Background: an optimization exercise with open tools, aiming at a short achievable clock period and few clock cycles. Do not read the settings as production practice.
Function was checked by simulation only, so behaviour that the tests miss may differ from the original.
No activity file was given, so power comes from the tool's default toggle rates.

==> flow/design.v <==
module delta_encoder #(
    parameter PAW = 5,         
    parameter HAW = 5          
) (
    input  wire        clk,
    input  wire        rst,
    input  wire        in_valid,
    output wire        in_ready,
    input  wire [63:0] in_prev,
    input  wire [63:0] in_cur,
    input  wire        in_last,
    output wire        out_valid,
    input  wire        out_ready,
    output wire [7:0]  out_data,
    output wire        out_last,
    output wire [23:0] out_dirty
);
    localparam PD = 1 << PAW;
    localparam HD = 1 << HAW;
    reg        rdy;
    reg        s_v;
    reg        s_last;
    reg        s_dirty;
    reg [47:0] s_c;
    assign in_ready = rdy;
    always @(posedge clk) begin
        s_c     <= {in_cur[55:32], in_cur[23:0]};
        s_last  <= in_last;
        s_dirty <= (in_prev[23:0]  != in_cur[23:0]) ||
                   (in_prev[55:32] != in_cur[55:32]);
        if (rst)
            s_v <= 1'b0;
        else
            s_v <= in_valid && rdy;
    end
    reg [47:0]    pmem [0:PD-1];
    reg [PAW:0]   pw, pr;
    reg [12:0]    hmem [0:HD-1];     
    reg [HAW:0]   hw, hr;
    reg [PD-1:0]  pwh;               
    reg [HD-1:0]  hwh;               
    reg [PD-1:0]  prh;               
    reg [HD-1:0]  hrh;               
    reg [2:0]     slot;
    reg [7:0]     hdr;
    reg [3:0]     gcnt;
    wire       dirty    = s_v && s_dirty;
    wire [7:0] hdr_n    = hdr | ({dirty, 7'd0} >> slot);
    wire [3:0] gcnt_n   = gcnt + {3'd0, dirty};
    wire       grp_done = s_v && (slot == 3'd7 || s_last);
    integer i;
    always @(posedge clk) begin
        for (i = 0; i < PD; i = i + 1)
            if (pwh[i])
                pmem[i] <= s_c;
        for (i = 0; i < HD; i = i + 1)
            if (hwh[i])
                hmem[i] <= {s_last, gcnt_n, hdr_n};
        if (rst) begin
            pw   <= 0;
            hw   <= 0;
            pwh  <= 1;
            hwh  <= 1;
            slot <= 3'd0;
            hdr  <= 8'd0;
            gcnt <= 4'd0;
        end else begin
            if (dirty) begin
                pw  <= pw + 1'b1;
                pwh <= {pwh[PD-2:0], pwh[PD-1]};
            end
            if (grp_done) begin
                hw   <= hw + 1'b1;
                hwh  <= {hwh[HD-2:0], hwh[HD-1]};
                slot <= 3'd0;
                hdr  <= 8'd0;
                gcnt <= 4'd0;
            end else if (s_v) begin
                slot <= slot + 3'd1;
                hdr  <= hdr_n;
                gcnt <= gcnt_n;
            end
        end
    end
    wire [PAW:0] pfill = pw - pr;     
    wire [HAW:0] hfill = hw - hr;
    wire         pne   = (pw != pr);
    wire         hne   = (hw != hr);
    always @(posedge clk) begin
        if (rst)
            rdy <= 1'b0;
        else
            rdy <= (pfill <= PD - 4) && (hfill <= HD - 4);
    end
    reg        hh_v, ph_v;
    reg [12:0] hh;          
    reg [47:0] ph;          
    wire       hh_pop, ph_pop;
    reg [12:0] hmem_rd;
    reg [47:0] pmem_rd;
    always @(*) begin
        hmem_rd = 13'd0;
        for (i = 0; i < HD; i = i + 1)
            hmem_rd = hmem_rd | (hmem[i] & {13{hrh[i]}});
        pmem_rd = 48'd0;
        for (i = 0; i < PD; i = i + 1)
            pmem_rd = pmem_rd | (pmem[i] & {48{prh[i]}});
    end
    wire hh_ld = (!hh_v || hh_pop) && hne;
    wire ph_ld = (!ph_v || ph_pop) && pne;
    always @(posedge clk) begin
        if (hh_ld)
            hh <= hmem_rd;
        if (ph_ld)
            ph <= pmem_rd;
        if (rst) begin
            hh_v <= 1'b0;
            ph_v <= 1'b0;
            hr   <= 0;
            pr   <= 0;
            hrh  <= 1;
            prh  <= 1;
        end else begin
            if (hh_ld) begin
                hh_v <= 1'b1;
                hr   <= hr + 1'b1;
                hrh  <= {hrh[HD-2:0], hrh[HD-1]};
            end else if (hh_pop) begin
                hh_v <= 1'b0;
            end
            if (ph_ld) begin
                ph_v <= 1'b1;
                pr   <= pr + 1'b1;
                prh  <= {prh[PD-2:0], prh[PD-1]};
            end else if (ph_pop) begin
                ph_v <= 1'b0;
            end
        end
    end
    reg [47:0] sh;          
    reg [2:0]  nb;          
    reg [3:0]  rem;         
    reg        glast;       
    reg [23:0] fdirty;      
    wire        room;
    wire        at_hdr = (nb == 3'd0);
    wire        load   = at_hdr ? (hh[11:8] != 4'd0)
                                : (nb == 3'd1 && rem != 4'd0);
    wire        e_last = at_hdr ? (hh[11:8] == 4'd0 && hh[12])
                                : (nb == 3'd1 && rem == 4'd0 && glast);
    wire [7:0]  e_data = at_hdr ? hh[7:0] : sh[7:0];
    wire        go     = room && (at_hdr ? hh_v : 1'b1) && (!load || ph_v);
    assign hh_pop = go && at_hdr;
    assign ph_pop = go && load;
    always @(posedge clk) begin
        if (rst) begin
            nb     <= 3'd0;
            rem    <= 4'd0;
            glast  <= 1'b0;
            fdirty <= 24'd0;
        end else if (go) begin
            if (at_hdr)
                glast <= hh[12];
            if (load) begin
                sh  <= ph;
                nb  <= 3'd6;
                rem <= at_hdr ? hh[11:8] - 4'd1 : rem - 4'd1;
            end else if (!at_hdr) begin
                sh  <= {8'd0, sh[47:8]};
                nb  <= nb - 3'd1;
            end
            if (e_last)
                fdirty <= 24'd0;
            else if (load)
                fdirty <= fdirty + 24'd1;
        end
    end
    delta_ofifo #(.W(33)) u_out (
        .clk       (clk),
        .rst       (rst),
        .push      (go),
        .din       ({fdirty, e_last, e_data}),
        .room      (room),
        .out_valid (out_valid),
        .out_ready (out_ready),
        .dout      ({out_dirty, out_last, out_data}),
        .dnext     ()
    );
endmodule
module delta_apply_parser (
    input  wire        clk,
    input  wire        rst,
    input  wire        in_valid,
    output wire        in_ready,
    input  wire [7:0]  in_data,
    input  wire        in_last,
    input  wire [31:0] cap,         
    output wire        out_valid,
    input  wire        out_ready,
    output wire        out_end,
    output wire [23:0] out_pair,
    output wire [47:0] out_rgb,
    output wire [1:0]  out_err,
    output wire [23:0] out_info,
    output wire [23:0] out_count
);
    localparam [1:0] S_HDR   = 2'd0;
    localparam [1:0] S_PAY   = 2'd1;
    localparam [1:0] S_DRAIN = 2'd2;
    localparam [1:0] E_OK        = 2'd0;
    localparam [1:0] E_TRUNCATED = 2'd1;
    localparam [1:0] E_BUF_SMALL = 2'd2;
    function [2:0] lead;
        input [7:0] h;
        begin
            if      (h[7]) lead = 3'd0;
            else if (h[6]) lead = 3'd1;
            else if (h[5]) lead = 3'd2;
            else if (h[4]) lead = 3'd3;
            else if (h[3]) lead = 3'd4;
            else if (h[2]) lead = 3'd5;
            else if (h[1]) lead = 3'd6;
            else           lead = 3'd7;
        end
    endfunction
    reg        rdy;
    reg [41:0] imem [0:3];      
    reg [2:0]  iw, ir;
    reg        hd_v;
    reg [41:0] hd;
    wire       take;
    assign in_ready = rdy;
    wire       i_wr  = in_valid && rdy;
    wire [2:0] ifill = iw - ir;
    wire       i_rd  = (!hd_v || take) && (iw != ir);
    always @(posedge clk) begin
        if (i_wr)
            imem[iw[1:0]] <= {cap[31:3], in_last, in_data == 8'd0,
                              lead(in_data), in_data};
        if (i_rd)
            hd <= imem[ir[1:0]];
        if (rst) begin
            iw   <= 3'd0;
            ir   <= 3'd0;
            hd_v <= 1'b0;
            rdy  <= 1'b0;
        end else begin
            if (i_wr)
                iw <= iw + 3'd1;
            if (i_rd)
                ir <= ir + 3'd1;
            if (i_rd)
                hd_v <= 1'b1;
            else if (take)
                hd_v <= 1'b0;
            rdy <= (ifill <= 3'd1);
        end
    end
    wire [7:0]  b      = hd[7:0];
    wire [2:0]  b_lead = hd[10:8];
    wire        bzero  = hd[11];
    wire        blast  = hd[12];
    wire [28:0] bcp    = hd[41:13];
    reg [1:0]  state;
    reg [7:0]  mask;        
    reg [20:0] grp;         
    reg [2:0]  slot;        
    reg [23:0] pos;         
    reg [23:0] hpos;        
    reg [47:0] q;           
    reg [2:0]  qn;          
    reg [23:0] cnt;         
    reg        e_pend;      
    reg [1:0]  e_err;
    reg [23:0] e_info;
    reg [23:0] e_cnt;
    wire        room;
    wire [2:0]  m_lead = lead(mask);
    wire [23:0] k      = {grp, slot};
    reg         k_out;
    always @(posedge clk)
        if (take)
            k_out <= ({5'd0, k} >= bcp);
    wire [47:0] q_n    = {b, q[47:8]};
    assign take = room && hd_v;
    reg        rec;         
    reg        fin;         
    reg [1:0]  f_err;
    reg [23:0] f_info;
    always @(*) begin
        rec    = 1'b0;
        fin    = 1'b0;
        f_err  = E_OK;
        f_info = 24'd0;
        case (state)
            S_HDR: begin
                if (!bzero && blast) begin
                    fin    = 1'b1;
                    f_err  = E_TRUNCATED;
                    f_info = pos;
                end else if (blast) begin
                    fin    = 1'b1;
                end
            end
            S_PAY: begin
                if (qn == 3'd5) begin
                    if (k_out) begin
                        fin    = 1'b1;
                        f_err  = E_BUF_SMALL;
                        f_info = k;
                    end else begin
                        rec = 1'b1;
                        if (blast) begin
                            fin = 1'b1;
                            if (mask != 8'd0) begin
                                f_err  = E_TRUNCATED;
                                f_info = hpos;
                            end
                        end
                    end
                end else if (blast) begin
                    fin    = 1'b1;
                    f_err  = E_TRUNCATED;
                    f_info = hpos;
                end
            end
            default: ;
        endcase
    end
    wire        push = e_pend || (take && rec);
    wire [23:0] cnt_n = cnt + 24'd1;
    always @(posedge clk) begin
        if (take && state == S_PAY)
            q <= q_n;
        if (rst) begin
            state  <= S_HDR;
            mask   <= 8'd0;
            grp    <= 21'd0;
            slot   <= 3'd0;
            pos    <= 24'd0;
            hpos   <= 24'd0;
            qn     <= 3'd0;
            cnt    <= 24'd0;
            e_pend <= 1'b0;
            e_err  <= E_OK;
            e_info <= 24'd0;
            e_cnt  <= 24'd0;
        end else begin
            e_pend <= 1'b0;
            if (take) begin
                pos <= pos + 24'd1;
                if (rec)
                    cnt <= cnt_n;
                case (state)
                    S_HDR: begin
                        hpos <= pos;
                        if (bzero) begin
                            grp <= grp + 21'd1;
                        end else begin
                            slot  <= b_lead;
                            mask  <= b & ~(8'h80 >> b_lead);
                            qn    <= 3'd0;
                            state <= S_PAY;
                        end
                    end
                    S_PAY: begin
                        qn <= qn + 3'd1;
                        if (qn == 3'd5) begin
                            if (k_out) begin
                                state <= S_DRAIN;
                            end else if (mask != 8'd0) begin
                                slot <= m_lead;
                                mask <= mask & ~(8'h80 >> m_lead);
                                qn   <= 3'd0;
                            end else begin
                                grp   <= grp + 21'd1;
                                state <= S_HDR;
                            end
                        end
                    end
                    default: ;
                endcase
                if (fin) begin
                    e_pend <= 1'b1;
                    e_err  <= f_err;
                    e_info <= f_info;
                    e_cnt  <= rec ? cnt_n : cnt;
                end
                if (blast) begin
                    state <= S_HDR;
                    mask  <= 8'd0;
                    grp   <= 21'd0;
                    pos   <= 24'd0;
                    cnt   <= 24'd0;
                end
            end
        end
    end
    wire [72:0] o_n;
    reg         o_end;
    reg  [23:0] o_pair, o_info, o_count;
    reg  [47:0] o_rgb;
    reg  [1:0]  o_err;
    delta_ofifo #(.W(73)) u_out (
        .clk       (clk),
        .rst       (rst),
        .push      (push),
        .din       (e_pend ? {1'b1, e_info, 22'd0, e_err, e_cnt}
                           : {1'b0, k, q_n}),
        .room      (room),
        .out_valid (out_valid),
        .out_ready (out_ready),
        .dout      (),
        .dnext     (o_n)
    );
    always @(posedge clk) begin
        o_end   <= o_n[72];
        o_pair  <= o_n[72] ? 24'd0 : o_n[71:48];
        o_rgb   <= o_n[72] ? 48'd0 : o_n[47:0];
        o_info  <= o_n[72] ? o_n[71:48] : 24'd0;
        o_err   <= o_n[72] ? o_n[25:24] : 2'd0;
        o_count <= o_n[72] ? o_n[23:0]  : 24'd0;
    end
    assign out_end   = o_end;
    assign out_pair  = o_pair;
    assign out_rgb   = o_rgb;
    assign out_info  = o_info;
    assign out_err   = o_err;
    assign out_count = o_count;
endmodule
module delta_stage (
    input  wire        clk,
    input  wire        rst,
    input  wire        enc_in_valid,
    output wire        enc_in_ready,
    input  wire [63:0] enc_in_prev,
    input  wire [63:0] enc_in_cur,
    input  wire        enc_in_last,
    output wire        enc_out_valid,
    input  wire        enc_out_ready,
    output wire [7:0]  enc_out_data,
    output wire        enc_out_last,
    output wire [23:0] enc_out_dirty,
    input  wire        dec_in_valid,
    output wire        dec_in_ready,
    input  wire [7:0]  dec_in_data,
    input  wire        dec_in_last,
    input  wire [31:0] dec_cap,
    output wire        dec_out_valid,
    input  wire        dec_out_ready,
    output wire        dec_out_end,
    output wire [23:0] dec_out_pair,
    output wire [47:0] dec_out_rgb,
    output wire [1:0]  dec_out_err,
    output wire [23:0] dec_out_info,
    output wire [23:0] dec_out_count
);
    delta_encoder u_enc (
        .clk       (clk),
        .rst       (rst),
        .in_valid  (enc_in_valid),
        .in_ready  (enc_in_ready),
        .in_prev   (enc_in_prev),
        .in_cur    (enc_in_cur),
        .in_last   (enc_in_last),
        .out_valid (enc_out_valid),
        .out_ready (enc_out_ready),
        .out_data  (enc_out_data),
        .out_last  (enc_out_last),
        .out_dirty (enc_out_dirty)
    );
    delta_apply_parser u_dec (
        .clk       (clk),
        .rst       (rst),
        .in_valid  (dec_in_valid),
        .in_ready  (dec_in_ready),
        .in_data   (dec_in_data),
        .in_last   (dec_in_last),
        .cap       (dec_cap),
        .out_valid (dec_out_valid),
        .out_ready (dec_out_ready),
        .out_end   (dec_out_end),
        .out_pair  (dec_out_pair),
        .out_rgb   (dec_out_rgb),
        .out_err   (dec_out_err),
        .out_info  (dec_out_info),
        .out_count (dec_out_count)
    );
endmodule
module delta_ofifo #(
    parameter W = 8
) (
    input  wire         clk,
    input  wire         rst,
    input  wire         push,
    input  wire [W-1:0] din,
    output reg          room,
    output reg          out_valid,
    input  wire         out_ready,
    output reg  [W-1:0] dout,
    output wire [W-1:0] dnext       
);
    reg [W-1:0] mem [0:3];
    reg [2:0]   wp, rp;
    reg         hv;
    reg [W-1:0] head;
    wire [2:0]   cnt    = wp - rp;
    wire         pop    = (wp != rp) && (!hv || out_ready);
    wire [W-1:0] head_n = pop ? mem[rp[1:0]] : head;
    wire         hv_n   = pop || (hv && !out_ready);
    assign dnext = head_n;
    always @(posedge clk) begin
        if (push)
            mem[wp[1:0]] <= din;
        dout <= head_n;
        if (rst) begin
            wp        <= 3'd0;
            rp        <= 3'd0;
            room      <= 1'b0;
            hv        <= 1'b0;
            out_valid <= 1'b0;
            head      <= {W{1'b0}};
        end else begin
            if (pop)
                head <= mem[rp[1:0]];
            if (push)
                wp <= wp + 3'd1;
            if (pop)
                rp <= rp + 3'd1;
            if (pop)
                hv <= 1'b1;
            else if (out_ready)
                hv <= 1'b0;
            out_valid <= hv_n;
            room      <= (cnt <= 3'd1);
        end
    end
endmodule
==> flow/run.sh <==
#!/bin/bash
# synth_recipe.tcl (not shown) runs the flow's synth.tcl, then flattens the netlist and writes it again
# the make line also repeats each setting of config.mk as NAME=value (left out here)
make -C /OpenROAD-flow-scripts/flow DESIGN_CONFIG=/design/flow/config.mk WORK_HOME=/design/flow/orfs CLKGATE_MAP_FILE= SYNTH_SCRIPT=/design/flow/synth_recipe.tcl finish
==> flow/config.mk <==
export PLATFORM = sky130hd
export DESIGN_NAME = delta_stage
export DESIGN_NICKNAME = delta_stage
export VERILOG_FILES = /design/flow/design.v
export SDC_FILE = /design/flow/constraint.sdc
export NUM_CORES = 4
export LEC_CHECK = 0
export CAP_MARGIN = 20
export CORE_MARGIN = 2
export CORE_UTILIZATION = 55
export CTS_CLUSTER_DIAMETER = 80
export CTS_CLUSTER_SIZE = 24
export SETUP_SLACK_MARGIN = 3.2
export SLEW_MARGIN = 20
==> flow/constraint.sdc <==
create_clock -name core_clock -period 5.5 [get_ports {clk}]
set_input_delay 1.1000 -clock core_clock [delete_from_list [all_inputs] [get_ports {clk}]]
set_output_delay 1.1000 -clock core_clock [all_outputs]
set_load 0.01 [all_outputs]
==> metrics.md, run 1 <==
| Metric | Value |
|---|---|
| Die area | 229,500 um2 |
| Clock sink total | 3,441 |
| GRT Util Overall | 0.3169 |
| Worst setup EP type | output port |
| Place WS | approximately 1.7 ns |
| Lkg Pwr | about 45 nW |
| Post-synth design cell area | 124,100 um2 |
| Critical Path AT | 1.33 ns |
| DRT Pass-1 Iters | 6 |
| Gr ovfl total | 0 |
| Most frequent cell after synthesis | edfxtp_1 |
| Buffer and inverter count on the worst path | 1 |
| Terminus of the critical flop-to-flop path | u_enc.ph[31] |
| Worst EP required | 4.40 ns |
| Mapped Avg Cell Area | around 17 um2 |
| Post-placement cell count | 10.47k |
| Post-synthesis register bit count | 3,441 |
| CP max stage cell | dfxtp_2 |
| Initial antenna violation count | 16 |
| Drt total wl | 372,800 um |
| Largest net degree at the start of global routing | 88 |
| Final ANT Viol Nets | 0 |
| Setup-failing EPs final | 0 |
| Placed Area | 130,800 um2 |
| Post-synth EDFFs | around 2.7k |
| Final cycle utilization of the critical path | 0.4415 |
| Layout Nets | 8,075 |
| PortBufs | 300 |
| Most common flop cell mapped by yosys | edfxtp_1 |
| Total power per unit cell area | between 300 and 400 nW/um2 |
| Finished Layout Cells | 10.96k |
| Maximum vdd drop | between 0.3 and 0.4 mV |
| Setup tns final | 0 ns |
| Post-synthesis sequential area ratio | 0.7755 |
| Die Width | 479.1 um |
| Synth Instances | 7,449 |
| Vias per cell | 6.560 |
| CTS tree | yes |
| Io pins | 336 |
| CP endpoint | enc_in_ready |
| Maximum clock frequency | 411.8 MHz |
| # rows | 174 |
| Number of max-cap violations | 0 |
| Slew @ Worst Pin | 1.246 ns |
| Hold Path Class | flip-flop to flip-flop |
| Status | finished clean |
| Maximum fanout along the worst path | 2 |
| Core Box Area | approximately 220,000 um2 |
| Die Ht | about 480 um |
| Root buf cell | clkbuf_16 |
| Ys Warns | 6 |
| Share of layout cells above drive strength 1 | 0.1586 |
| Slew Limit Headroom | 0.1685 |
| Vias | 71.91k |
| Worst reg-to-reg setup slack | about 3.2 ns |
| Synth top area cells | edfxtp_1, dfxtp_1, a22oi_1 |
| Reg clk slew, reported paths | around 0.09 ns |
| Max-slew violation count | 0 |
| Synth top cells by count | edfxtp_1, a22oi_1, dfxtp_1 |
| Minimum clock period after layout | 2.428 ns |
| Gp weighted congestion | 0.8117 |
| Asr flop ratio synth | 0 |
| Area leader, netlist | edfxtp_1 |
| Max incr delay on CP | 0.35 ns |
| DR DRC count | 0 |
| Crit. Startpoint | u_enc.rdy |
| DRT iter0 DRCs | about 10k |
| Synth top area share | 0.6618 |
| Top cell family by delay on the critical path | flip-flops |
| Initial Util | 0.5525 |
| RR Startpoint | u_enc.prh[31] |
| Worst-path cell chain | buf_6 |
| Critical Path Start Type | flip-flop |
| Hold Violations, Final | 0 |
| Crit path depth | 1 |
| H-tree Lvls | 4 |
| RSZ-0062 raised after global routing | yes |
| Total power draw | 53.08 mW |
| Post-synth cell types | 85 |
| Clk latency of the worst-skew pair | 0.86 ns |
| Worst r2r path cells | 5 |
| CTS max path bufs | 3 |
| Design area | approximately 140,000 um2 |
| Area growth, synth to finish | 12.08% |
| Post-DP HPWL | around 190,000 um |
| Avg WL per Cell | 34.01 um |
| Worst setup margin | 3.072 ns |
| Setup Crit Path Kind | flip-flop to output port |
| Num CTS Buffers | between 150 and 200 |
| Vias in the first global route | 67.59k |
| First-pass GRT wire length | 512,800 um |
| Clk_skew | 0.04379 ns |
[worst min path at each step]
| stage | start | to | slack [ns] | cells after the start |
|---|---|---|---|---|
| 6_report | u_dec.q[45] | u_dec.q[37] | 0.45 | 0 |
| 5_1_grt | u_dec.q[21] | u_dec.q[13] | 0.46 | 0 |
| 4_1_cts | u_dec.q[21] | u_dec.q[13] | 0.44 | 0 |
| 3_5_place_dp | u_dec.q[45] | u_dec.q[37] | 0.43 | 0 |
| 3_3_place_gp | u_dec.q[45] | u_dec.q[37] | 0.43 | 0 |
| 2_1_floorplan | u_dec.q[34] | u_dec.q[26] | 0.42 | 0 |
[area by class of cell]
cell class | instances | area [um2]
clock buffers | 288 | 4796
repair inverters | 2 | 20.02
fillers | 16390 | 85540
flip-flops and latches | 3441 | 96660
clock inverters | 19 | 244.0
inverters | 73 | 309.0
multi-input cells | 3539 | 26890
well taps | 2992 | 3744
repair buffers | 600 | 6459
diodes | 7 | 17.52
[layer usage]
layer | vias up | track usage | routed length [um]
li1 | 30040 | - | -
met1 | 36930 | 0.4341 | 140300
met2 | 4154 | 0.5115 | 176600
met3 | 777 | 0.05331 | 38820
met4 | 4 | 0.1238 | 17090
met5 | - | 0 | 23
[registers in the layout, summed over array words and instances (netlist names), 40 cells and up, named ones only]
| name | cells |
|---|---|
| u_enc.hmem | 416 |
| u_enc.pmem | 1536 |
| u_dec.hd | 42 |
| u_enc.s_c | 48 |
| u_enc.u_out.mem | 132 |
| u_enc.ph | 48 |
| u_dec.u_out.mem | 292 |
| u_dec.o_rgb | 48 |
| u_enc.sh | 48 |
| u_dec.imem | 168 |
| u_dec.q | 40 |
| u_dec.u_out.head | 73 |
[logic make-up (layout without fill, tap and decap cells)]
kind of cell | Yosys count | count (layout) | synth area share
mux | 391 | 391 | 0.04778
simple gates | 1467 | 1479 | 0.05860
xor+xnor | 164 | 166 | 0.01157
compound gates | 1426 | 1427 | 0.08317
flops | 3441 | 3441 | 0.7755
fa+ha+maj | 76 | 76 | 0.007842
buf+inv | 484 | 982 | 0.01551
other cells | 0 | 7 | 0
[through the flow]
stage / utilization / hold WS (ns)
floorplan: - / 0.4180
global placement: 0.5819 / 0.4267
detailed placement: 0.5821 / 0.4300
CTS: 0.6126 / 0.4445
global route: 0.6192 / 0.4576
finish: 0.6193 / 0.4471
[power breakdown]
group          switching [mW]  internal [mW]  leakage, nW
clock                    8.01           6.18         2.40
combinational            4.68           3.48         12.2
sequential              0.977           29.8         30.6
[placed cells by master (no fill, tap or decap), types with 23 or more instances in the layout]
cell	n
buf_8	23
nor2_1	430
buf_4	170
inv_1	64
edfxtp_1	2736
dfxtp_1	538
and3_1	54
dfxtp_2	96
nand4_1	171
or3_1	28
a221oi_1	116
clkbuf_16	181
buf_2	89
a22oi_1	761
clkbuf_1	112
ha_1	69
mux2_2	122
mux2i_1	112
a21oi_1	224
nand3_1	154
o21ai_0	59
or4_1	43
buf_6	84
mux4_2	148
xor2_1	65
xnor2_1	94
o22ai_1	24
nor2b_1	66
a211oi_1	34
a22o_1	122
dfxtp_4	71
clkdlybuf4s50_1	137
nand2_1	357
buf_12	75
[repair_timing]
action / in CTS / in global routing
gates resized for setup: 937 / 151
pin swaps: 13 / 23
setup endpoints to repair: 1679 / 965
cloned: 21 / 10
buffers inserted: 86 / 61
hold buffers: 0 / 0
Testbench counts, summed over its fixed seeds: cycles 164,230.
==> run 2: changes to the inputs <==
--- a/flow/design.v
+++ b/flow/design.v
@@ -1,6 +1,6 @@
 module delta_encoder #(
-    parameter PAW = 5,         
-    parameter HAW = 5          
+    parameter PAW = 4,         
+    parameter HAW = 4          
 ) (
     input  wire        clk,
     input  wire        rst,
@@ -35,7 +35,7 @@
     end
     reg [47:0]    pmem [0:PD-1];
     reg [PAW:0]   pw, pr;
-    reg [12:0]    hmem [0:HD-1];     
+    reg [14:0]    hmem [0:HD-1];     
     reg [HAW:0]   hw, hr;
     reg [PD-1:0]  pwh;               
     reg [HD-1:0]  hwh;               
@@ -55,7 +55,7 @@
                 pmem[i] <= s_c;
         for (i = 0; i < HD; i = i + 1)
             if (hwh[i])
-                hmem[i] <= {s_last, gcnt_n, hdr_n};
+                hmem[i] <= {gcnt_n > 4'd1, gcnt_n != 4'd0, s_last, gcnt_n, hdr_n};
         if (rst) begin
             pw   <= 0;
             hw   <= 0;
@@ -93,15 +93,15 @@
             rdy <= (pfill <= PD - 4) && (hfill <= HD - 4);
     end
     reg        hh_v, ph_v;
-    reg [12:0] hh;          
+    reg [14:0] hh;          
     reg [47:0] ph;          
     wire       hh_pop, ph_pop;
-    reg [12:0] hmem_rd;
+    reg [14:0] hmem_rd;
     reg [47:0] pmem_rd;
     always @(*) begin
-        hmem_rd = 13'd0;
+        hmem_rd = 15'd0;
         for (i = 0; i < HD; i = i + 1)
-            hmem_rd = hmem_rd | (hmem[i] & {13{hrh[i]}});
+            hmem_rd = hmem_rd | (hmem[i] & {15{hrh[i]}});
         pmem_rd = 48'd0;
         for (i = 0; i < PD; i = i + 1)
             pmem_rd = pmem_rd | (pmem[i] & {48{prh[i]}});
@@ -139,40 +139,54 @@
     end
     reg [47:0] sh;          
     reg [2:0]  nb;          
+    reg        at_hdr;      
+    reg        nb1;         
     reg [3:0]  rem;         
+    reg        rem_nz;      
     reg        glast;       
+    reg        inc;         
     reg [23:0] fdirty;      
     wire        room;
-    wire        at_hdr = (nb == 3'd0);
-    wire        load   = at_hdr ? (hh[11:8] != 4'd0)
-                                : (nb == 3'd1 && rem != 4'd0);
-    wire        e_last = at_hdr ? (hh[11:8] == 4'd0 && hh[12])
-                                : (nb == 3'd1 && rem == 4'd0 && glast);
+    wire        load   = at_hdr ? hh[13] : (nb1 && rem_nz);
+    wire        e_last = at_hdr ? (!hh[13] && hh[12])
+                                : (nb1 && !rem_nz && glast);
     wire [7:0]  e_data = at_hdr ? hh[7:0] : sh[7:0];
-    wire        go     = room && (at_hdr ? hh_v : 1'b1) && (!load || ph_v);
+    wire        go     = room && (!at_hdr || hh_v);
     assign hh_pop = go && at_hdr;
     assign ph_pop = go && load;
     always @(posedge clk) begin
+        if (go && (load || !at_hdr))
+            sh <= load ? ph : {8'd0, sh[47:8]};
         if (rst) begin
             nb     <= 3'd0;
+            at_hdr <= 1'b1;
+            nb1    <= 1'b0;
             rem    <= 4'd0;
+            rem_nz <= 1'b0;
             glast  <= 1'b0;
+            inc    <= 1'b0;
             fdirty <= 24'd0;
-        end else if (go) begin
-            if (at_hdr)
-                glast <= hh[12];
-            if (load) begin
-                sh  <= ph;
-                nb  <= 3'd6;
-                rem <= at_hdr ? hh[11:8] - 4'd1 : rem - 4'd1;
-            end else if (!at_hdr) begin
-                sh  <= {8'd0, sh[47:8]};
-                nb  <= nb - 3'd1;
+        end else begin
+            inc <= go && load;
+            if (go) begin
+                if (at_hdr)
+                    glast <= hh[12];
+                if (load) begin
+                    nb     <= 3'd6;
+                    at_hdr <= 1'b0;
+                    nb1    <= 1'b0;
+                    rem    <= at_hdr ? hh[11:8] - 4'd1 : rem - 4'd1;
+                    rem_nz <= at_hdr ? hh[14] : (rem != 4'd1);
+                end else if (!at_hdr) begin
+                    nb     <= nb - 3'd1;
+                    at_hdr <= nb1;
+                    nb1    <= (nb == 3'd2);
+                end
             end
-            if (e_last)
+            if (go && e_last)
                 fdirty <= 24'd0;
-            else if (load)
-                fdirty <= fdirty + 24'd1;
+            else
+                fdirty <= fdirty + {23'd0, inc};
         end
     end
     delta_ofifo #(.W(33)) u_out (
@@ -204,9 +218,6 @@
     output wire [23:0] out_info,
     output wire [23:0] out_count
 );
-    localparam [1:0] S_HDR   = 2'd0;
-    localparam [1:0] S_PAY   = 2'd1;
-    localparam [1:0] S_DRAIN = 2'd2;
     localparam [1:0] E_OK        = 2'd0;
     localparam [1:0] E_TRUNCATED = 2'd1;
     localparam [1:0] E_BUF_SMALL = 2'd2;
@@ -224,19 +235,22 @@
         end
     endfunction
     reg        rdy;
-    reg [41:0] imem [0:3];      
+    reg [53:0] imem [0:3];
     reg [2:0]  iw, ir;
     reg        hd_v;
-    reg [41:0] hd;
+    reg [53:0] hd;
     wire       take;
     assign in_ready = rdy;
-    wire       i_wr  = in_valid && rdy;
-    wire [2:0] ifill = iw - ir;
-    wire       i_rd  = (!hd_v || take) && (iw != ir);
+    wire [2:0] in_lead  = lead(in_data);
+    wire [7:0] in_rest  = in_data & ~(8'h80 >> in_lead);
+    wire       i_wr     = in_valid && rdy;
+    wire [2:0] ifill    = iw - ir;
+    wire       i_rd     = (!hd_v || take) && (iw != ir);
     always @(posedge clk) begin
         if (i_wr)
-            imem[iw[1:0]] <= {cap[31:3], in_last, in_data == 8'd0,
-                              lead(in_data), in_data};
+            imem[iw[1:0]] <= {cap[31:3], in_last, lead(in_rest),
+                              in_rest != 8'd0, in_rest, in_lead,
+                              in_data == 8'd0, in_data};
         if (i_rd)
             hd <= imem[ir[1:0]];
         if (rst) begin
@@ -256,130 +270,132 @@
             rdy <= (ifill <= 3'd1);
         end
     end
-    wire [7:0]  b      = hd[7:0];
-    wire [2:0]  b_lead = hd[10:8];
-    wire        bzero  = hd[11];
-    wire        blast  = hd[12];
-    wire [28:0] bcp    = hd[41:13];
-    reg [1:0]  state;
+    wire [7:0]  b       = hd[7:0];
+    wire        bzero   = hd[8];
+    wire [2:0]  b_lead  = hd[11:9];
+    wire [7:0]  b_rest  = hd[19:12];
+    wire        b_rnz   = hd[20];
+    wire [2:0]  b_lead2 = hd[23:21];
+    wire        blast   = hd[24];
+    wire [28:0] bcp     = hd[53:25];
+    reg        st_hdr;      
+    reg        st_pay;      
+    reg        st_drain;    
     reg [7:0]  mask;        
+    reg        mask_nz;     
+    reg [2:0]  m_lead;      
     reg [20:0] grp;         
     reg [2:0]  slot;        
     reg [23:0] pos;         
     reg [23:0] hpos;        
     reg [47:0] q;           
-    reg [2:0]  qn;          
+    reg [5:0]  qh;          
     reg [23:0] cnt;         
     reg        e_pend;      
     reg [1:0]  e_err;
     reg [23:0] e_info;
     reg [23:0] e_cnt;
     wire        room;
-    wire [2:0]  m_lead = lead(mask);
     wire [23:0] k      = {grp, slot};
     reg         k_out;
     always @(posedge clk)
         if (take)
             k_out <= ({5'd0, k} >= bcp);
     wire [47:0] q_n    = {b, q[47:8]};
+    wire [7:0]  m_rest = mask & ~(8'h80 >> m_lead);
     assign take = room && hd_v;
-    reg        rec;         
+    wire       pay_end = st_pay && qh[5];             
+    wire       rec     = pay_end && !k_out;           
     reg        fin;         
     reg [1:0]  f_err;
     reg [23:0] f_info;
     always @(*) begin
-        rec    = 1'b0;
         fin    = 1'b0;
         f_err  = E_OK;
         f_info = 24'd0;
-        case (state)
-            S_HDR: begin
-                if (!bzero && blast) begin
-                    fin    = 1'b1;
-                    f_err  = E_TRUNCATED;
-                    f_info = pos;
-                end else if (blast) begin
-                    fin    = 1'b1;
-                end
+        if (st_hdr) begin
+            if (!bzero && blast) begin
+                fin    = 1'b1;
+                f_err  = E_TRUNCATED;
+                f_info = pos;
+            end else if (blast) begin
+                fin    = 1'b1;
             end
-            S_PAY: begin
-                if (qn == 3'd5) begin
-                    if (k_out) begin
-                        fin    = 1'b1;
-                        f_err  = E_BUF_SMALL;
-                        f_info = k;
-                    end else begin
-                        rec = 1'b1;
-                        if (blast) begin
-                            fin = 1'b1;
-                            if (mask != 8'd0) begin
-                                f_err  = E_TRUNCATED;
-                                f_info = hpos;
-                            end
-                        end
-                    end
-                end else if (blast) begin
-                    fin    = 1'b1;
+        end else if (st_pay) begin
+            if (pay_end && k_out) begin
+                fin    = 1'b1;
+                f_err  = E_BUF_SMALL;
+                f_info = k;
+            end else if (blast) begin
+                fin = 1'b1;
+                if (!pay_end || mask_nz) begin
                     f_err  = E_TRUNCATED;
                     f_info = hpos;
                 end
             end
-            default: ;
-        endcase
+        end
     end
-    wire        push = e_pend || (take && rec);
+    wire        push  = e_pend || (take && rec);
     wire [23:0] cnt_n = cnt + 24'd1;
     always @(posedge clk) begin
-        if (take && state == S_PAY)
+        if (take && st_pay)
             q <= q_n;
         if (rst) begin
-            state  <= S_HDR;
-            mask   <= 8'd0;
-            grp    <= 21'd0;
-            slot   <= 3'd0;
-            pos    <= 24'd0;
-            hpos   <= 24'd0;
-            qn     <= 3'd0;
-            cnt    <= 24'd0;
-            e_pend <= 1'b0;
-            e_err  <= E_OK;
-            e_info <= 24'd0;
-            e_cnt  <= 24'd0;
+            st_hdr   <= 1'b1;
+            st_pay   <= 1'b0;
+            st_drain <= 1'b0;
+            mask     <= 8'd0;
+            mask_nz  <= 1'b0;
+            m_lead   <= 3'd0;
+            grp      <= 21'd0;
+            slot     <= 3'd0;
+            pos      <= 24'd0;
+            hpos     <= 24'd0;
+            qh       <= 6'd1;
+            cnt      <= 24'd0;
+            e_pend   <= 1'b0;
+            e_err    <= E_OK;
+            e_info   <= 24'd0;
+            e_cnt    <= 24'd0;
         end else begin
             e_pend <= 1'b0;
             if (take) begin
                 pos <= pos + 24'd1;
                 if (rec)
                     cnt <= cnt_n;
-                case (state)
-                    S_HDR: begin
-                        hpos <= pos;
-                        if (bzero) begin
-                            grp <= grp + 21'd1;
-                        end else begin
-                            slot  <= b_lead;
-                            mask  <= b & ~(8'h80 >> b_lead);
-                            qn    <= 3'd0;
-                            state <= S_PAY;
-                        end
+                if (st_hdr) begin
+                    hpos <= pos;
+                    if (bzero) begin
+                        grp <= grp + 21'd1;
+                    end else begin
+                        slot    <= b_lead;
+                        mask    <= b_rest;
+                        mask_nz <= b_rnz;
+                        m_lead  <= b_lead2;
+                        qh      <= 6'd1;
+                        st_hdr  <= 1'b0;
+                        st_pay  <= 1'b1;
                     end
-                    S_PAY: begin
-                        qn <= qn + 3'd1;
-                        if (qn == 3'd5) begin
-                            if (k_out) begin
-                                state <= S_DRAIN;
-                            end else if (mask != 8'd0) begin
-                                slot <= m_lead;
-                                mask <= mask & ~(8'h80 >> m_lead);
-                                qn   <= 3'd0;
-                            end else begin
-                                grp   <= grp + 21'd1;
-                                state <= S_HDR;
-                            end
+                end
+                if (st_pay) begin
+                    qh <= {qh[4:0], 1'b0};
+                    if (qh[5]) begin
+                        if (k_out) begin
+                            st_pay   <= 1'b0;
+                            st_drain <= 1'b1;
+                        end else if (mask_nz) begin
+                            slot    <= m_lead;
+                            mask    <= m_rest;
+                            mask_nz <= (m_rest != 8'd0);
+                            m_lead  <= lead(m_rest);
+                            qh      <= 6'd1;
+                        end else begin
+                            grp    <= grp + 21'd1;
+                            st_pay <= 1'b0;
+                            st_hdr <= 1'b1;
                         end
                     end
-                    default: ;
-                endcase
+                end
                 if (fin) begin
                     e_pend <= 1'b1;
                     e_err  <= f_err;
@@ -387,11 +403,14 @@
                     e_cnt  <= rec ? cnt_n : cnt;
                 end
                 if (blast) begin
-                    state <= S_HDR;
-                    mask  <= 8'd0;
-                    grp   <= 21'd0;
-                    pos   <= 24'd0;
-                    cnt   <= 24'd0;
+                    st_hdr   <= 1'b1;
+                    st_pay   <= 1'b0;
+                    st_drain <= 1'b0;
+                    mask     <= 8'd0;
+                    mask_nz  <= 1'b0;
+                    grp      <= 21'd0;
+                    pos      <= 24'd0;
+                    cnt      <= 24'd0;
                 end
             end
         end
==> run 2 against run 1 <==
  * Fmax up 0.91%
  * Combinational power down 13%
  * Cell count down 26%
  * Register-to-register slack better by 0.07 ns
  * Synthesized cell count down 26%
  * Global-route usage down 5.5 points
  * Non-clock buffer count down 153
  * Core utilization down 0.12 points
  * Synthesized area down 27%
  * Worst hold slack better by 0.0050 ns
  * Largest power group unchanged
  * Highest routed layer unchanged
==> metrics.md, run 2 <==
| Metric | Value |
|---|---|
| Maximum clock frequency | 415.6 MHz (+0.91%) |
| PortBufs | 300 (unchanged) |
| Cts hold-fix bufs | 0 (unchanged) |
| Slew Limit Headroom | 0.1943 (+0.02582) |
| Hold Path Class | flip-flop to flip-flop |
| Area leader, netlist | edfxtp_1 |
| Worst setup EP type | output port |
| Maximum vdd drop | 0.3476 mV (-3.9%) |
| Ys Warns | 6 (unchanged) |
| Mux contribution to synthesized area | 0.06686 (+0.01908) |
| # rows | 149 (-14%) |
| Worst r2r path cells | 9 (+4) |
| Crit path depth | 1 (unchanged) |
| Place WS | 1.561 ns (-0.1826 ns) |
| Commonest cells after routing, fill and taps aside | edfxtp_1, dfxtp_1, nor2_1 |
| Gr ovfl total | 0 (unchanged) |
| Hold Crit Depth | 0 (unchanged) |
| Reg clk slew, reported paths | 0.09 ns (about the same) |
| Area share of and/or/nand/nor cells after synthesis | 0.05691 (-0.001695) |
| Core Box Area | 164,600 um2 (-27%) |
| Hold Violations, Final | 0 (unchanged) |
| DRT iter0 DRCs | 5,612 (-46%) |
| Clock sink total | 2,502 (-27%) |
| CP max stage cell | dfxtp_4 |
| Initial Util | 0.5522 (about the same) |
| First-pass GRT wire length | 324,300 um (-37%) |
| Setup-failing EPs final | 0 (unchanged) |
| Max-slew violation count | 0 (unchanged) |
| Final cycle utilization of the critical path | 0.4375 (-0.003987) |
| Clk_skew | 0.04066 ns (-0.003125 ns) |
| Commonest non-fill, non-tap cell in the layout | edfxtp_1 |
| DR DRC count | 0 (unchanged) |
| RSZ-0062 raised after global routing | yes |
| Synth top area cells | edfxtp_1, dfxtp_1, mux4_2 |
| Lkg Pwr | 34.05 nW (-25%) |
| Worst-path cell chain | buf_6 |
| Num CTS Buffers | 132 (-20%) |
| Post-Synth XOR/XNOR Area | 0.01609 (+0.004521) |
| Most common flop cell mapped by yosys | edfxtp_1 |
| Most frequent cell after synthesis | edfxtp_1 |
| Drt total wl | 224,600 um (-40%) |
| Initial antenna violation count | 6 (-10) |
| H-tree Lvls | 4 (unchanged) |
| Final ANT Viol Nets | 0 (unchanged) |
| CTS tree | yes |
| Vias | 49.87k (-31%) |
| CTS max path bufs | 3 (unchanged) |
| Gp weighted congestion | 0.7733 (-4.7%) |
| Compound-Gate Fraction of Synth Area | 0.07751 (-0.005661) |
| Area growth, synth to finish | 11.94% |
| Largest family of logic cells by synthesized area | compound AO/OA/AOI/OAI gates |
| Status | finished clean |
| Die Width | 410.5 um (-14%) |
| Minimum clock period after layout | 2.406 ns (-0.02193 ns) |
| Total power per unit cell area | 406.7 nW/um2 (+6.6%) |
| Critical Path Start Type | flip-flop |
| Clk latency of the worst-skew pair | 0.82 ns (-0.04 ns) |
| Post-placement cell count | 7,791 (-26%) |
| Post-synthesis sequential area ratio | 0.7552 (-0.02031) |
| Post-DP HPWL | 124,500 um (-34%) |
| Die area | 168,500 um2 (-27%) |
| Io pins | 336 (unchanged) |
| Buffer and inverter count on the worst path | 1 (unchanged) |
| Number of max-cap violations | 0 (unchanged) |
| Max incr delay on CP | 0.40 ns (+0.05 ns) |
| GRT Util Overall | 0.2622 (-0.05468) |
| Finished Layout Cells | 8,093 (-26%) |
| Worst setup margin | 3.094 ns (+0.02193 ns) |
| Post-synth cell types | 84 (-1.2%) |
| DRT Pass-1 Iters | 8 (+2) |
| Root buf cell | clkbuf_16 |
| Largest net degree at the start of global routing | 80 (-9.1%) |
| Share of layout cells above drive strength 1 | 0.1708 (+0.01213) |
| Setup tns final | 0 ns (unchanged) |
| Critical Path AT | 1.31 ns (-0.02 ns) |
| Mapped Avg Cell Area | 16.45 um2 (-1.3%) |
| Setup Crit Path Kind | flip-flop to output port |
| Max FFs per register | 768 (-50%) |
| Synth top area share | 0.6125 (-0.04934) |
| Top cell family by delay on the critical path | flip-flops |
| Post-synth design cell area | 90,900 um2 (-27%) |
| Worst EP required | 4.40 ns (about the same) |
| Asr flop ratio synth | 0 (unchanged) |
| Maximum fanout along the worst path | 2 (unchanged) |
| FILL cells | 12.21k (-26%) |
| Post-synth EDFFs | 1,854 (-32%) |
| Synth Instances | 5,524 (-26%) |
| Layout Nets | 6,045 (-25%) |
| Die Ht | 410.5 um (-14%) |
| Slew @ Worst Pin | 1.207 ns (-0.03867 ns) |
| Top reg by flops | u_enc.pmem |
| Vias in the first global route | 47.49k (-30%) |
| Vias per cell | 6.162 (-6.1%) |
| Synth top cells by count | edfxtp_1, dfxtp_1, nor2_1 |
| Post-synthesis register bit count | 2,502 (-27%) |
| Avg WL per Cell | 27.75 um (-18%) |
| Post-Synth Adder-Cell Area | 0.01043 (+0.002592) |
run 2: repair_timing:
action / CTS / global route
buffers inserted: 27 / 16
gates resized for setup: 863 / 109
cloned: 9 / 7
endpoints found under the setup margin: 1185 / 773
pin swaps: 13 / 11
run 2: metal layers:
metal,global-route usage,up-vias,part of all wire,wire length (um)
met3,0.03743,260,0.069,15590
met5,0,-,0.00012,28
met1,0.3965,25810,0.44,99860
met4,0.05825,6,0.020,4421
li1,-,22030,-,-
met2,0.4079,1767,0.47,104700
run 2: area by class of cell:
type	instances	area, um2	share of cell area
Antenna cell	1	2.502	0.00002459
Clock buffer	197	3760	0.03695
Clock inverter	45	435.4	0.004280
Inverter	73	307.8	0.003025
Multi-Input combinational cell	2638	21340	0.2097
Sequential cell	2502	68860	0.6768
Tap cell	2189	2739	0.02692
Timing Repair Buffer	447	4285	0.04212
Timing Repair inverter	1	11.26	0.0001107
run 2: logic make-up (layout without fill, tap and decap cells):
group / after synthesis / count (layout)
simple gates: 1080 / 1085
buf+inv: 395 / 763
other cells: 1 / 5
mux: 391 / 391
flops: 2502 / 2502
fa+ha+maj: 74 / 74
compound gates: 914 / 917
xor+xnor: 167 / 167
run 2: report_power, final:
part | switching, mW | total, mW | internal (mW)
clock network | 6.08 | 11.0 | 4.95
logic | 4.03 | 7.13 | 3.10
registers | 1.03 | 23.2 | 22.2
total | 11.1 | 41.4 | 30.2
run 2: final timing paths:
| path | from | endpoint | slack [ns] |
|---|---|---|---|
| setup / recovery | u_enc.rdy | enc_in_ready | 3.09 |
| hold / removal | u_dec.q[31] | u_dec.q[23] | 0.45 |
| setup reg to reg | u_dec.u_out.wp[0] | u_dec.u_out.head[15] | 3.23 |
| hold reg to reg | u_dec.q[31] | u_dec.q[23] | 0.45 |
run 2: through the flow:
stage | power, mW | cell area, um2 | util | hold slack [ns]
final | 41.38 | 101700 | 0.6181 | 0.4521
after global routing | 42.97 | 101700 | 0.6181 | 0.4664
after CTS | 41.41 | 101100 | 0.6141 | 0.4566
after detailed placement | 30.33 | 96520 | 0.5863 | 0.4377
after global placement | 30.21 | 96470 | 0.5860 | 0.4232
after floorplan | 27.36 | 91210 | - | 0.4180
Testbench counts of run 2, summed over its fixed seeds: cycles 166,921.
==> run 3: changes to the inputs <==
--- a/flow/design.v
+++ b/flow/design.v
@@ -1,6 +1,6 @@
 module delta_encoder #(
-    parameter PAW = 4,         
-    parameter HAW = 4          
+    parameter PAW = 5,         
+    parameter HAW = 5          
 ) (
     input  wire        clk,
     input  wire        rst,
==> run 3 against run 2 <==
  * Core utilization down 0.21 points
  * Largest cell class unchanged
  * Critical endpoint is now enc_out_valid
  * Sequential share of layout area up 2.5 points
  * Non-clock buffer count up 158
  * Via count up 50%
  * Global-route usage up 5.4 points
  * Worst setup slack worse by 0.050 ns
  * Highest routed layer unchanged
==> metrics.md, run 3 <==
| Metric | Value |
|---|---|
| Io pins | 336 (unchanged) |
| H-tree Lvls | 4 (unchanged) |
| Minimum clock period after layout | 2.456 ns (+0.04956 ns) |
| Most common flop cell mapped by yosys | edfxtp_1 |
| Clk latency of the worst-skew pair | 0.88 ns (+0.06 ns) |
| Synth top area share | 0.6662 (+0.05372) |
| CTS tree | yes |
| Area share of and/or/nand/nor cells after synthesis | 0.05660 (-0.0003012) |
| Final ANT Viol Nets | 0 (unchanged) |
| Cts hold-fix bufs | 0 (unchanged) |
| Core Box Area | 233,000 um2 (+42%) |
| Largest net degree at the start of global routing | 161 (+100%) |
| Max FFs per register | 1,536 (+100%) |
| Critical Path AT | 1.36 ns (+0.05 ns) |
| Post-synth cell types | 80 (-4.8%) |
| DRT iter0 DRCs | 11.52k (+110%) |
| Die Ht | 488.3 um (+19%) |
| Post-synth design cell area | 129,000 um2 (+42%) |
| Lkg Pwr | 46.28 nW (+36%) |
| Clock sink total | 3,578 (+43%) |
| Num CTS Buffers | 171 (+30%) |
| Root buf cell | clkbuf_16 |
| Post-synth EDFFs | 2,862 (+54%) |
| Reg clk slew, reported paths | 0.09 ns (about the same) |
| Max incr delay on CP | 0.38 ns (-0.02 ns) |
| # rows | 177 (+19%) |
| Crit. Startpoint | u_enc.u_out.out_valid |
| Share of layout cells above drive strength 1 | 0.1523 (-0.01843) |
| Drt total wl | 384,500 um (+71%) |
| Setup tns final | 0 ns (unchanged) |
| GRT Util Overall | 0.3157 (+0.05353) |
| Gp weighted congestion | 0.8132 (+5.2%) |
| Post-Synth Adder-Cell Area | 0.007546 (-0.002888) |
| Worst-path cell chain | buf_6 |
| Synth Instances | 7,747 (+40%) |
| Worst Hold Launch | u_dec.q[23] |
| Die Width | 488.3 um (+19%) |
| Avg WL per Cell | 33.82 um (+22%) |
| PortBufs | 300 (unchanged) |
| Total power per unit cell area | 381.5 nW/um2 (-6.2%) |
| Hold Path Class | flip-flop to flip-flop |
| Gr ovfl total | 0 (unchanged) |
| Initial Util | 0.5537 (+0.001537) |
| Final cycle utilization of the critical path | 0.4465 (+0.009011) |
| Vias in the first global route | 69.66k (+47%) |
| Slew Limit Headroom | 0.1938 (-0.0004700) |
| Worst EP required | 4.40 ns (about the same) |
| Hold Violations, Final | 0 (unchanged) |
| Area growth, synth to finish | 11.25% |
| RSZ-0062 raised after global routing | yes |
| DRT Pass-1 Iters | 8 (unchanged) |
| Ys Warns | 6 (unchanged) |
| Buffer and inverter count on the worst path | 1 (unchanged) |
| First-pass GRT wire length | 529,700 um (+63%) |
| Commonest non-fill, non-tap cell in the layout | edfxtp_1 |
| Number of max-cap violations | 0 (unchanged) |
| RR Startpoint | u_enc.hrh[8] |
| Status | finished clean |
| Die area | 238,400 um2 (+41%) |
| Setup-failing EPs final | 0 (unchanged) |
| Place WS | 1.756 ns (+0.1948 ns) |
| Crit path depth | 1 (unchanged) |
| Maximum fanout along the worst path | 1 (-1) |
| Clk_skew | 0.03537 ns (-0.005287 ns) |
| Maximum clock frequency | 407.2 MHz (-2.0%) |
| Initial antenna violation count | 21 (+15) |
| Setup Crit Path Kind | flip-flop to output port |
| Post-synthesis sequential area ratio | 0.7773 (+0.02211) |
| Layout Nets | 8,335 (+38%) |
| Max-slew violation count | 0 (unchanged) |
| Top reg by flops | u_enc.pmem |
| Area leader, netlist | edfxtp_1 |
| Post-Synth XOR/XNOR Area | 0.01134 (-0.004753) |
| Post-synthesis register bit count | 3,578 (+43%) |
| Mapped Avg Cell Area | 16.65 um2 (+1.2%) |
| Hold Crit Depth | 0 (unchanged) |
| Commonest cells after routing, fill and taps aside | edfxtp_1, a22oi_1, dfxtp_1 |
| Maximum vdd drop | 0.3092 mV (-11%) |
| Mux contribution to synthesized area | 0.04586 (-0.02100) |
| Worst r2r path cells | 5 (-4) |
| CP max stage cell | dfxtp_4 |
| Critical Path Start Type | flip-flop |
| Compound-Gate Fraction of Synth Area | 0.08456 (+0.007045) |
| Synth top cells by count | edfxtp_1, a22oi_1, dfxtp_1 |
| Most frequent cell after synthesis | edfxtp_1 |
| DR DRC count | 0 (unchanged) |
| CTS max path bufs | 3 (unchanged) |
| Asr flop ratio synth | 0 (unchanged) |
| Worst setup margin | 3.044 ns (-0.04956 ns) |
| Synth top area cells | edfxtp_1, dfxtp_1, a22oi_1 |
| Slew @ Worst Pin | 1.209 ns (+0.002357 ns) |
| Top cell family by delay on the critical path | flip-flops |
| Largest family of logic cells by synthesized area | compound AO/OA/AOI/OAI gates |
| Worst setup EP type | output port |
| Post-DP HPWL | 198,500 um (+59%) |
| Vias per cell | 6.584 (+6.8%) |
| Vias | 74.84k (+50%) |
==> run 3: area by class of cell <==
| class | instances | area (um2) |
|---|---|---|
| fill | 17190 | 89460 |
| sequential | 3578 | 100700 |
| tap | 3132 | 3919 |
| inverter | 91 | 415.4 |
| multi-input combinational | 3634 | 27180 |
| antenna | 4 | 10.01 |
| timing repair buffer | 605 | 6108 |
| clock buffer | 288 | 4751 |
| timing repair inverter | 2 | 20.02 |
| clock inverter | 34 | 389.1 |
==> run 3: metal layers <==
metal / vias to the layer above / GRT usage / wire, um
li1: 31140 / - / -
met1: 38570 / 0.4545 / 150400
met2: 4384 / 0.4945 / 176500
met3: 723 / 0.05320 / 41920
met4: 22 / 0.1041 / 15510
met5: - / 0 / 157
==> run 3: logic make-up after synthesis <==
kind of cell,count (synthesis)
adder cells (fa/ha/maj),76
other,1
buffers and inverters,551
AO/OA/AOI/OAI,1495
XOR/XNOR,167
AND/OR/NAND/NOR,1504
flip-flops,3578
multiplexers,375
==> run 3: through the flow <==
step | utilization | cells | hold slack [ns] | instance area, um2 | total power [mW]
6_report | 0.6160 | 11370 | 0.4565 | 143500 | 54.75
2_1_floorplan | - | 7750 | 0.4180 | 129400 | 36.93
5_1_grt | 0.6160 | 11370 | 0.4704 | 143500 | 56.55
3_5_place_dp | 0.5839 | 10900 | 0.4383 | 136000 | 40.19
4_1_cts | 0.6113 | 11300 | 0.4599 | 142400 | 54.56
3_3_place_gp | 0.5839 | 10900 | 0.4311 | 136000 | 40.04
==> run 3: repair_timing <==
action,4_1_cts,5_1_grt
buffers inserted,60,57
gates resized for setup,924,110
setup endpoints to repair,1335,673
gates cloned,14,7
pin swaps,5,12
==> run 3: worst paths after layout <==
path | end | slack, ns
min | u_dec.q[15] | 0.46
max | enc_out_valid | 3.04
max reg2reg | u_enc.hh[6] | 3.22
min reg2reg | u_dec.q[15] | 0.46
==> run 3: report_power, final <==
group	internal [mW]	switching, mW
Combinational	3.32	4.63
Clock	6.15	8.41
Sequential	31.1	1.12
Testbench counts of run 3, summed over its fixed seeds: cycles 164,230.
==> run 4: changes to the inputs <==
--- a/flow/config.mk
+++ b/flow/config.mk
@@ -7,7 +7,7 @@
 export LEC_CHECK = 0
 export CAP_MARGIN = 20
 export CORE_MARGIN = 2
-export CORE_UTILIZATION = 55
+export CORE_UTILIZATION = 70
 export CTS_CLUSTER_DIAMETER = 80
 export CTS_CLUSTER_SIZE = 24
 export SETUP_SLACK_MARGIN = 3.2
==> run 4 against run 3 <==
  * Critical path depth is the same
  * Register-to-register slack lost 0.07 ns
  * Die area fell by 21%
  * First-iteration DRC count rose by 10%
  * Sequential share of layout area is 0.59 points higher
  * Non-clock buffer count fell by 10
  * Total power down 0.97%
  * Wire length shrank 6.3%
  * Synthesized cell count did not move
  * Still clean on timing, DRC and antenna
  * Clock power down 3%
  * Cell count fell by 6.1%
  * Global-route usage increased by 6.1 points
  * Largest cell class unchanged
==> metrics.md, run 4 <==
| Metric | Value |
|---|---|
| Status | finished clean |
| Max incr delay on CP | 0.41 ns (+0.03 ns) |
| Die area | 187,700 um2 (-21%) |
| Clk latency of the worst-skew pair | 0.89 ns (about the same) |
| Post-synthesis sequential area ratio | 0.7773 (unchanged) |
| FILL cells | 10.27k (-40%) |
| CP max stage cell | dfxtp_4 |
| Asr flop ratio synth | 0 (unchanged) |
| Synth top area cells | edfxtp_1, dfxtp_1, a22oi_1 |
| Share of layout cells above drive strength 1 | 0.1486 (-0.003697) |
| Commonest non-fill, non-tap cell in the layout | edfxtp_1 |
| H-tree Lvls | 4 (unchanged) |
| Critical Path AT | 1.38 ns (+0.02 ns) |
| Vias in the first global route | 71.24k (+2.3%) |
| Compound-Gate Fraction of Synth Area | 0.08456 (unchanged) |
| Most common flop cell mapped by yosys | edfxtp_1 |
| Area leader, netlist | edfxtp_1 |
| Critical Path Start Type | flip-flop |
| Slew @ Worst Pin | 1.321 ns (+0.1116 ns) |
| Gp weighted congestion | 0.8379 (+3.0%) |
| Hold Path Class | flip-flop to flip-flop |
| Max FFs per register | 1,536 (unchanged) |
| Gr ovfl total | 0 (unchanged) |
| Post-synthesis register bit count | 3,578 (unchanged) |
| Root buf cell | clkbuf_16 |
| Reg area | 100,700 um2 (about the same) |
| Post-synth cell types | 80 (unchanged) |
| Multi-input logic area | 27,290 um2 (+0.44%) |
| Final ANT Viol Nets | 0 (unchanged) |
| CTS tree | yes |
| DRT iter0 DRCs | 12.69k (+10%) |
| Top reg by flops | u_enc.pmem |
| Post-DP HPWL | 190,900 um (-3.8%) |
| Setup tns final | 0 ns (unchanged) |
| Maximum fanout along the worst path | 1 (unchanged) |
| Commonest cells after routing, fill and taps aside | edfxtp_1, a22oi_1, dfxtp_1 |
| Avg WL per Cell | 33.73 um (-0.27%) |
| Area growth, synth to finish | 10.27% |
| Largest family of logic cells by synthesized area | compound AO/OA/AOI/OAI gates |
| Post-synth EDFFs | 2,862 (unchanged) |
| Worst setup EP type | output port |
| Crit. Startpoint | u_enc.u_out.dout[6] |
| Area share of and/or/nand/nor cells after synthesis | 0.05660 (unchanged) |
| # rows | 157 (-11%) |
| Die Ht | 433.3 um (-11%) |
| GRT Util Overall | 0.3763 (+0.06063) |
| Maximum clock frequency | 404.0 MHz (-0.78%) |
| Io pins | 336 (unchanged) |
| DRT Pass-1 Iters | 7 (-1) |
| Lkg Pwr | 46.08 nW (-0.43%) |
| Die Width | 433.3 um (-11%) |
| Num CTS Buffers | 168 (-1.8%) |
| Vias | 75.78k (+1.3%) |
| Reg clk slew, reported paths | 0.09 ns (about the same) |
| Minimum clock period after layout | 2.475 ns (+0.01930 ns) |
| Top cell family by delay on the critical path | flip-flops |
| Most frequent cell after synthesis | edfxtp_1 |
| Hold Violations, Final | 0 (unchanged) |
| Post-Synth Adder-Cell Area | 0.007546 (unchanged) |
| First-pass GRT wire length | 499,600 um (-5.7%) |
| Number of max-cap violations | 0 (unchanged) |
| Vias per cell | 7.099 (+7.8%) |
| Post-placement cell count | 10.25k (-6.0%) |
| Slew Limit Headroom | 0.1182 (-0.07561) |
| Synth top cells by count | edfxtp_1, a22oi_1, dfxtp_1 |
| RR Startpoint | u_enc.prh[20] |
| Post-Synth XOR/XNOR Area | 0.01134 (unchanged) |
| Clk_skew | 0.03962 ns (+0.004246 ns) |
| RSZ-0062 raised after global routing | yes |
| Synth top area share | 0.6662 (unchanged) |
| Synth Instances | 7,747 (unchanged) |
| Largest net degree at the start of global routing | 129 (-20%) |
| Post-synth design cell area | 129,000 um2 (unchanged) |
| Worst EP required | 4.40 ns (about the same) |
| Core Box Area | 183,100 um2 (-21%) |
| Mux contribution to synthesized area | 0.04586 (unchanged) |
| Clock sink total | 3,578 (unchanged) |
| PortBufs | 300 (unchanged) |
| End-of-flow core utilization | 0.7770 (+0.1610) |
| DR DRC count | 0 (unchanged) |
| Total power per unit cell area | 381.1 nW/um2 (about the same) |
| Buffer and inverter count on the worst path | 1 (unchanged) |
| Setup-failing EPs final | 0 (unchanged) |
| Setup Crit Path Kind | flip-flop to output port |
| Finished Layout Cells | 10.68k (-6.1%) |
| Max-slew violation count | 0 (unchanged) |
| Worst Hold Launch | u_enc.rdy |
| Maximum vdd drop | 0.2971 mV (-3.9%) |
| Final cycle utilization of the critical path | 0.4500 (+0.003509) |
| Worst-path cell chain | buf_6 |
| Worst reg-to-reg setup slack | 3.15 ns (-0.07 ns) |
| Cts hold-fix bufs | 0 (unchanged) |
| Layout Nets | 8,328 (-0.084%) |
| Drt total wl | 360,000 um (-6.3%) |
| Ys Warns | 6 (unchanged) |
| Initial Util | 0.7046 (+0.1509) |
| Mapped Avg Cell Area | 16.65 um2 (unchanged) |
| Initial antenna violation count | 9 (-57%) |
| CTS max path bufs | 3 (unchanged) |
-- run 4: cell counts after synthesis --
No cell type changed its count.
-- run 4: per-stage QoR --
step                instance area (um2)  setup slack (ns)  power [mW]  hold slack (ns)
floorplan                        129400             2.872       36.93           0.4180
global placement                 135300             1.853       39.69           0.4233
detailed placement               135300             1.781       39.95           0.4235
CTS                              141100             2.948       53.73           0.4439
global route                     142300             2.979       55.75           0.4534
finish                           142300             3.025       54.22           0.4425
-- run 4: logic make-up (layout without fill, tap and decap cells) --
logic type,count (synthesis),in the layout
and+or+nand+nor,1504,1514
muxes,375,375
buffers and inverters,551,992
xor gates and xnor gates,167,169
other,1,7
AOI/OAI and AO/OA,1495,1500
adders and majority gates,76,76
DFF,3578,3578
-- run 4: final cells by class --
class                      count  area share
timing repair inverter         4   0.0002639
sequential                  3578      0.7078
timing repair buffer         595     0.04062
inverter                      91    0.003114
clock inverter                 9   0.0008883
antenna                        3  0.00005277
tap                         2464     0.02167
clock buffer                 293     0.03375
multi-input combinational   3638      0.1919
-- run 4: routing by layer --
layer  part of all wire  track usage
met1               0.34       0.5140
met2               0.46       0.5770
met3               0.14      0.09000
met4              0.061       0.1869
met5            0.00011            0
-- run 4: where the power goes --
| group | internal, mW | switching (mW) |
|---|---|---|
| sequential | 31.1 | 1.05 |
| combinational | 3.37 | 4.61 |
| clock | 6.09 | 7.98 |
-- run 4: what timing repair did --
action	CTS	global route
hold endpoints to repair	0	0
pin swaps	12	13
setup endpoints to repair	1261	844
cloned	16	11
setup buffers	37	59
gates resized for setup	909	142
-- run 4: final timing paths --
check,cells after the start,endpoint
worst max-delay path,1,enc_out_data[6]
worst min-delay path,2,u_enc.s_v
worst max register to register,5,u_enc.ph[35]
worst min register to register,2,u_enc.s_v
==> run 5: changes to the inputs <==
--- a/flow/design.v
+++ b/flow/design.v
@@ -1,6 +1,6 @@
 module delta_encoder #(
-    parameter PAW = 5,         
-    parameter HAW = 5          
+    parameter PAW = 4,         
+    parameter HAW = 4          
 ) (
     input  wire        clk,
     input  wire        rst,
==> run 5 against run 4 <==
  * Still clean
  * Wire length fell by 42%
  * Synthesized area fell by 30%
  * Synthesized cell count fell by 29%
  * Die area fell by 29%
  * Worst setup slack improved by 0.076 ns
==> metrics.md, run 5 <==
| Metric | Value |
|---|---|
| Worst setup EP type | output port |
| Post-DP HPWL | 114,700 um (-40%) |
| Post-synthesis sequential area ratio | 0.7552 (-0.02211) |
| Slew Limit Headroom | 0.1771 (+0.05881) |
| Die Width | 364.4 um (-16%) |
| Finished Layout Cells | 7,577 (-29%) |
| Synth Instances | 5,524 (-29%) |
| Cts hold-fix bufs | 0 (unchanged) |
| Vias | 50.54k (-33%) |
| FILL cells | 7,339 (-29%) |
| Maximum vdd drop | 0.3593 mV (+21%) |
| Hold Violations, Final | 0 (unchanged) |
| Post-placement cell count | 7,306 (-29%) |
| Setup tns final | 0 ns (unchanged) |
| Critical Path AT | 1.30 ns (-0.08 ns) |
| Ys Warns | 6 (unchanged) |
| Placed Area | 95,680 um2 (-29%) |
| Top cell family by delay on the critical path | flip-flops |
| Area growth, synth to finish | 9.995% |
| Total power draw | 39.90 mW (-26%) |
| Root buf cell | clkbuf_16 |
| Post-synth cell types | 84 (+5.0%) |
| Asr flop ratio synth | 0 (unchanged) |
| Max FFs per register | 768 (-50%) |
| Initial Util | 0.7038 (-0.0008343) |
| Post-synth design cell area | 90,900 um2 (-30%) |
| Setup Crit Path Kind | flip-flop to output port |
| Clk latency of the worst-skew pair | 0.78 ns (-0.11 ns) |
| Synth top area share | 0.6125 (-0.05372) |
| Layout Nets | 5,982 (-28%) |
| Gr ovfl total | 0 (unchanged) |
| Most common flop cell mapped by yosys | edfxtp_1 |
| Critical Path Start Type | flip-flop |
| Worst-path cell chain | buf_6 |
| Lkg Pwr | 33.48 nW (-27%) |
| Num CTS Buffers | 115 (-32%) |
| Worst EP required | 4.40 ns (about the same) |
| Die Ht | 364.4 um (-16%) |
| Core Box Area | 129,200 um2 (-29%) |
| CP max stage cell | dfxtp_4 |
| CTS tree | yes |
| Die area | 132,800 um2 (-29%) |
| Minimum clock period after layout | 2.399 ns (-0.07569 ns) |
| Max-slew violation count | 0 (unchanged) |
| Synth top cells by count | edfxtp_1, dfxtp_1, nor2_1 |
| Number of max-cap violations | 0 (unchanged) |
| Gp weighted congestion | 0.8052 (-3.9%) |
| Total power per unit cell area | 399.1 nW/um2 (+4.7%) |
| GRT Util Overall | 0.3115 (-0.06481) |
| Most frequent cell after synthesis | edfxtp_1 |
| Setup-failing EPs final | 0 (unchanged) |
| DR DRC count | 0 (unchanged) |
| Design area | 99,980 um2 (-30%) |
| Fin Hold WS | 0.4498 ns (+0.007311 ns) |
| H-tree Lvls | 3 (-1) |
| Share of layout cells above drive strength 1 | 0.1528 (+0.004116) |
| Mapped Avg Cell Area | 16.45 um2 (-1.2%) |
| Final cycle utilization of the critical path | 0.4362 (-0.01376) |
| PortBufs | 300 (unchanged) |
| Largest net degree at the start of global routing | 154 (+19%) |
| Reg clk slew, reported paths | 0.09 ns (about the same) |
| CTS max path bufs | 3 (unchanged) |
| # rows | 132 (-16%) |
| Maximum fanout along the worst path | 2 (+1) |
| Clock sink total | 2,502 (-30%) |
| Maximum clock frequency | 416.8 MHz (+3.2%) |
| Max incr delay on CP | 0.41 ns (about the same) |
| RSZ-0062 raised after global routing | yes |
| Final ANT Viol Nets | 0 (unchanged) |
| Buffer and inverter count on the worst path | 1 (unchanged) |
| Status | finished clean |
## run 5: cell types whose count changed after synthesis, sizes merged, moves of 68 or more
cell	previous run	this run
clkbuf	348	259
a22o	130	256
edfxtp	2862	1854
a221oi	128	255
a22oi	770	12
dfxtp	716	648
nand3	170	50
nand2	397	231
a21oi	239	166
## run 5: logic make-up (layout without fill, tap and decap cells)
family          count (synthesis)  after routing  share of synthesized area
simple gates                 1080           1083                    0.05691
fa+ha+maj                      74             74                    0.01043
flops                        2502           2502                     0.7552
xor+xnor                      167            167                    0.01609
mux                           391            391                    0.06686
other cells                     1              6                 0.00004126
compound gates                914            918                    0.07751
buf+inv                       395            694                    0.01694
## run 5: power breakdown
part	total, mW	leakage, nW	internal, mW	switching (mW)
logic	6.91	9.43	2.98	3.93
clock network	9.72	1.65	4.17	5.55
registers	23.3	22.4	22.2	1.08
total	39.9	33.5	29.3	10.6
## run 5: worst paths after layout
path | from | end | slack (ns) | cells past startpoint
min reg2reg | u_dec.q[40] | u_dec.q[32] | 0.45 | 0
max | u_enc.rdy | enc_in_ready | 3.10 | 1
min | u_dec.q[40] | u_dec.q[32] | 0.45 | 0
max reg2reg | u_enc.s_dirty | u_enc.hmem[5][13] | 3.26 | 7
## run 5: what timing repair did
| action | 4_1_cts | 5_1_grt |
|---|---|---|
| buffers inserted | 21 | 16 |
| gates resized for setup | 851 | 104 |
| gates cloned | 6 | 7 |
| hold endpoints to repair | 0 | 0 |
| endpoints found under the setup margin | 1129 | 761 |
| pin swaps | 11 | 7 |
## run 5: layout make-up
| cell class | instances | area (um2) | share of cell area |
|---|---|---|---|
| sequential | 2502 | 68870 | 0.6889 |
| timing repair buffer | 403 | 3851 | 0.03852 |
| clock inverter | 13 | 141.4 | 0.001414 |
| multi-input combinational | 2637 | 21320 | 0.2133 |
| antenna | 2 | 5.005 | 0.00005006 |
| inverter | 73 | 294.0 | 0.002941 |
| clock buffer | 205 | 3311 | 0.03311 |
| tap | 1742 | 2180 | 0.02180 |
## run 5: metrics by stage
stage / utilization / setup WS [ns]
global placement: 0.7408 / 1.819
detailed placement: 0.7408 / 1.810
CTS: 0.7692 / 3.058
global route: 0.7741 / 3.054
finish: 0.7741 / 3.101
floorplan: - / 2.942
## run 5: routing by layer
metal | share of wire | global-route usage | wire length [um] | up-vias
li1 | - | - | - | 21900
met1 | 0.41 | 0.4761 | 85360 | 25670
met2 | 0.47 | 0.4830 | 98860 | 2659
met3 | 0.10 | 0.04866 | 21330 | 307
met4 | 0.021 | 0.07227 | 4409 | 4
met5 | 0.00012 | 0 | 25 | -
Testbench counts of run 5, summed over its fixed seeds: cycles 166,921.

Re-timed with assumed drivers on the ports (clkbuf_16 on the clock, buf_2 on other inputs), run 5 has 3.022 ns of setup slack against 3.101 ns with ideal ports, and 2.451 ns once port delays also move by the mid clock arrival of 0.838 ns.
